From an optimization exercise on the open Yosys and OpenROAD flow, aimed at small area; shortcuts taken in it are not production practice. In this exercise RTL edits were held to simulation tests only and were not proved equivalent to the original. The clock port is modelled as an ideal driver; clocking choices that lean on that would not hold on a real chip. Power figures rest on the tool's default switching activity, not on a simulated workload.

## zcs8_core
module zcs8_core (
    input  wire        clk,
    input  wire        rst,
    output wire        imem_req,
    output wire [15:0] imem_addr,
    input  wire        imem_ack,
    input  wire [7:0]  imem_rdata,
    input  wire        imem_err,
    output wire        dmem_req,
    output wire        dmem_we,
    output wire [15:0] dmem_addr,
    output wire [7:0]  dmem_wdata,
    input  wire        dmem_ack,
    input  wire [7:0]  dmem_rdata,
    input  wire        dmem_err,
    output wire        halted,
    output wire        faulted,
    output wire [1:0]  fault_code,
    output wire        fault_ram,
    output wire        fault_write,
    output wire [15:0] fault_info,
    output wire [7:0]  reg_a,
    output wire [7:0]  reg_b,
    output wire [7:0]  reg_c,
    output wire [7:0]  reg_d,
    output wire [7:0]  reg_e,
    output wire [7:0]  reg_h,
    output wire [7:0]  reg_l,
    output wire [7:0]  reg_t,
    output wire [15:0] reg_sp,
    output wire [15:0] reg_pc,
    output wire        flag_z,
    output wire        flag_s,
    output wire        flag_p,
    output wire        flag_cy
);
clock: 10.0 ns
lec_check: 0
abc_area: 1
cap_margin: 5
core_margin: 2
core_utilization: 60
gpl_timing_driven: 0
slew_margin: 5
standard.sh (not shown) runs the stock make flow with config.mk's settings and CLKGATE_MAP_FILE= SYNTH_SCRIPT=/design/flow/synth_recipe.tcl, a recipe that flattens the netlist after the stock synthesis.
==> flow/flow/run.sh <==
#!/bin/bash
# The standard layout (standard.sh), with these changes:
#  - synthesis maps the logic with an area-only ABC script (flow/abc_area.script)
#    and without the full-adder extraction step (ADDER_MAP_FILE empty);
#    everything else in synthesis, registers included, is the standard synthesis,
#    except that pass-through wires get no buffer (SYNTH_INSBUF=0): the port
#    buffers are added in placement as usual;
#  - port buffers are sky130_fd_sc_hd__buf_1 cells;
#  - clock tree synthesis without dummy loads, with clkbuf_4 clock buffers,
#    then flow/post_cts.tcl upsizes the clock buffers whose sinks see the
#    slowest clock edges to clkbuf_8.
# Each tool's output is in orfs/logs/; make's own output is in flow_make.log.
set -euo pipefail
W=$PWD
rm -rf "$W/scripts_local"
cp -r "$FLOW_HOME/scripts" "$W/scripts_local"
cp "$W/flow/abc_area.script" "$W/scripts_local/abc_area.script"
printf 'set ::env(SCRIPTS_DIR) %s\nsource %s\n' "$W/scripts_local" "$W/synth_recipe.tcl" > "$W/my_synth.tcl"
sed "s#SYNTH_SCRIPT=[^ ]*#SYNTH_SCRIPT=$W/my_synth.tcl#" "$W/standard.sh" > "$W/my_standard.sh"
CTS="-sink_clustering_enable -repair_clock_nets -dont_use_dummy_load -buf_list sky130_fd_sc_hd__clkbuf_4"
bash "$W/my_standard.sh" "ADDER_MAP_FILE=" "SYNTH_INSBUF=0" "BUFFER_PORTS_ARGS=-buffer_cell sky130_fd_sc_hd__buf_1" "CTS_ARGS=$CTS" "POST_CTS_TCL=$W/flow/post_cts.tcl" finish > "$W/flow_make.log" 2>&1
==> flow/flow/abc_area.script <==
strash
dch -f
amap -F 10 -A 30
topo
==> flow/flow/post_cts.tcl <==
estimate_parasitics -placement
set upsized 0
foreach inst [get_cells clkbuf_*] {
  if {[get_property [get_property $inst liberty_cell] name] ne "sky130_fd_sc_hd__clkbuf_4"} { continue }
  set out [get_pins -of_objects $inst -filter "direction == output"]
  set worst 0
  foreach p [get_pins -of_objects [get_nets -of_objects $out] -filter "direction == input"] {
    set s [get_property $p slew_max]
    if {$s > $worst} { set worst $s }
  }
  if {$worst > 0.085} {
    replace_cell $inst sky130_fd_sc_hd__clkbuf_8
    incr upsized
  }
}
puts "post_cts: upsized $upsized clock buffers"
detailed_placement
check_placement -verbose
estimate_parasitics -placement
Next try:
--- a/flow/design.v
+++ b/flow/design.v
@@ -96,26 +96,27 @@
             2'd0: jflag = fz;
             2'd1: jflag = fs;
             2'd2: jflag = fp;
             default: jflag = fcy;
         endcase
     end
-    wire taken  = is_lpc || (is_jmp && (jflag == ir[3]));    
+    wire taken  = is_lpc || (is_jmp && (jflag == ir[3]));
+    wire copy16 = is_lsp || taken;                       
     wire dph  = s_dq || s_dw || s_fm;
-    wire a_sp = (dph && stack) || ((s_sl || s_sh) && !is_lsp);
-    wire a_hl = (dph && !stack) || ((s_sl || s_sh) && is_lsp) || ((s_il || s_ih) && taken);
-    wire a_pc = s_f || s_fw || ((s_il || s_ih) && !taken) || s_fp;
+    wire a_sp = (dph && stack) || s_sl || s_sh;
+    wire a_hl = (dph && !stack) || ((s_e || s_e2) && copy16);
+    wire a_pc = s_f || s_fw || s_il || s_ih || s_fp;
     wire [15:0] addr = ({16{a_pc}} & {pch, pcl}) | ({16{a_sp}} & {sph, spl})
                      | ({16{a_hl}} & {r5, r6}) | ({16{s_fd}} & {8'h00, ir});
     wire alu_e   = s_e  && is_alu && !is_not;
     wire alu_e2  = s_e2 && is_alu;                       
     wire aluex   = alu_e || alu_e2;
     wire rd_reg  = (s_e && (is_mov || is_alu)) || s_dq;
     wire [2:0] rsel = src;
-    wire rd_lo   = s_il || s_sl;                         
-    wire rd_hi   = s_ih || s_sh;                         
+    wire rd_lo   = s_il || s_sl || (s_e  && copy16);     
+    wire rd_hi   = s_ih || s_sh || (s_e2 && copy16);     
     wire rd_imem = s_fw && imm;
     wire rd_dmem = s_dw;
     wire [6:0] rs = {7{rd_reg}} & (7'd1 << rsel);
     wire [7:0] x = ({8{rs[0]}} & r0) | ({8{rs[1]}} & r1) | ({8{rs[2]}} & r2)
                  | ({8{rs[3]}} & r3) | ({8{rs[4]}} & r4) | ({8{rs[5]}} & r5)
                  | ({8{rs[6]}} & r6)
@@ -126,13 +127,13 @@
     wire inv   = aluex && (op == 3'd2 || op == 3'd3 || op == 3'd7);
     wire dec   = (s_sl || s_sh) && is_push;
     wire m_and = aluex && (op == 3'd4);
     wire m_or  = aluex && (op == 3'd5);
     wire arith = !aluex || !op[2];
     wire cin   = aluex ? ((op == 3'd1) ? fcy : (op == 3'd2) ? 1'b1 : (op == 3'd3) ? !fcy : 1'b0)
-                       : (((s_il && !taken) || (s_sl && !is_push && !is_lsp)) ? 1'b1 : (s_ih || s_sh) ? tc : 1'b0);
+                       : ((s_il || (s_sl && !is_push)) ? 1'b1 : (s_ih || s_sh || s_e2) ? tc : 1'b0);
     wire [7:0] p = x ^ {8{inv}};
     wire [7:0] q = ({8{aluex}} & r0) | {8{dec}};
     wire [7:0] t_ = p ^ q;                  
     wire [7:0] g_ = p & q;                  
     wire [8:0] c;
     wire [7:0] res;
@@ -148,16 +149,16 @@
     wire cy_new = !op[2] && (c[8] ^ sub);
     wire z_new  = (res == 8'd0) && !cy_new;
     wire ld_imem = s_fw && imm && imem_ack && !imem_err;
     wire ld_dmem = s_dw && dmem_ack && !dmem_err && !c7;
     wire wr_r    = (s_e && is_mov) || ld_imem || ld_dmem || (aluex && to_acc);
     wire [2:0] dsel = hi[1] ? 3'd0 : ctl;
-    wire we_pcl = s_il;
-    wire we_pch = s_ih;
-    wire we_spl = s_sl;
-    wire we_sph = s_sh;
+    wire we_pcl = s_il || (s_e  && taken);
+    wire we_pch = s_ih || (s_e2 && taken);
+    wire we_spl = s_sl || (s_e  && is_lsp);
+    wire we_sph = s_sh || (s_e2 && is_lsp);
     wire we_t   = s_e && (is_mov || is_alu);
     always @(posedge clk) begin
         tc <= c[8];
         if (s_clr || (wr_r && dsel == 3'd0)) r0 <= res;
         if (s_clr || (wr_r && dsel == 3'd1)) r1 <= res;
         if (s_clr || (wr_r && dsel == 3'd2)) r2 <= res;
@@ -198,21 +199,21 @@
                     end else begin
                         st <= S_E;
                     end
                 end
                 S_E: begin
                     if (is_hlt)                     st <= S_HALT;
-                    else if (is_pop || is_lsp)      st <= S_SL;
+                    else if (is_pop)                st <= S_SL;
                     else if (is_push || is_mem)     st <= S_DQ;
-                    else if (is_alu && is_not)      st <= S_E2;
-                    else if (is_mov || is_alu || is_jmp || is_lpc) st <= S_F;
+                    else if (copy16 || (is_alu && is_not)) st <= S_E2;
+                    else if (is_mov || is_alu || is_jmp)   st <= S_F;
                     else                            st <= S_FD;
                 end
                 S_E2:  st <= S_F;
                 S_SL:  st <= S_SH;
-                S_SH:  st <= is_pop ? S_DQ : S_F;
+                S_SH:  st <= is_push ? S_F : S_DQ;
                 S_DQ:  st <= S_DW;
                 S_DW:  if (dmem_ack) st <= dmem_err ? S_FM : (is_push ? S_SL : S_F);
                 default: ;
             endcase
         end
     end
=> The new run went through all stages and came out clean. Flip-flop and latch count stays the same. Non-clock buffer count drops by 4. Via count drops by 0.49%. Worst setup slack gets better by 670 ps. Routed wire length drops by 2.6%. Combinational power stays flat. Area after synthesis hardly moves. Final area drops by 0.57%. Core utilization drops by 0.78 points.

## afterwards: timing with drivers on the ports
No port has a modelled driver above. Below, the same layouts with a new extraction and two added sets of constraints.
Step 1: set_driving_cell puts a clkbuf_16 on clk and a buf_2 on each other input, an assumption about the parent block.
Step 2 also shifts input and output timing later by t, the mid clock arrival at the registers, as if the neighbouring blocks saw the same clock.
a / b / c = ideal ports / drivers / drivers and shift; a / b = the first two.
| run | shift t [ns] | setup WS [ns] | hold WS [ns] |
|---|---|---|---|
| the first run | 0.443 | 2.012 / 2.013 / 2.013 | 0.549 / 0.549 / 0.549 |
| the second run | 0.439 | 2.679 / 2.679 / 2.679 | 0.541 / 0.541 / 0.541 |
After both steps setup and hold are still met in every run listed.
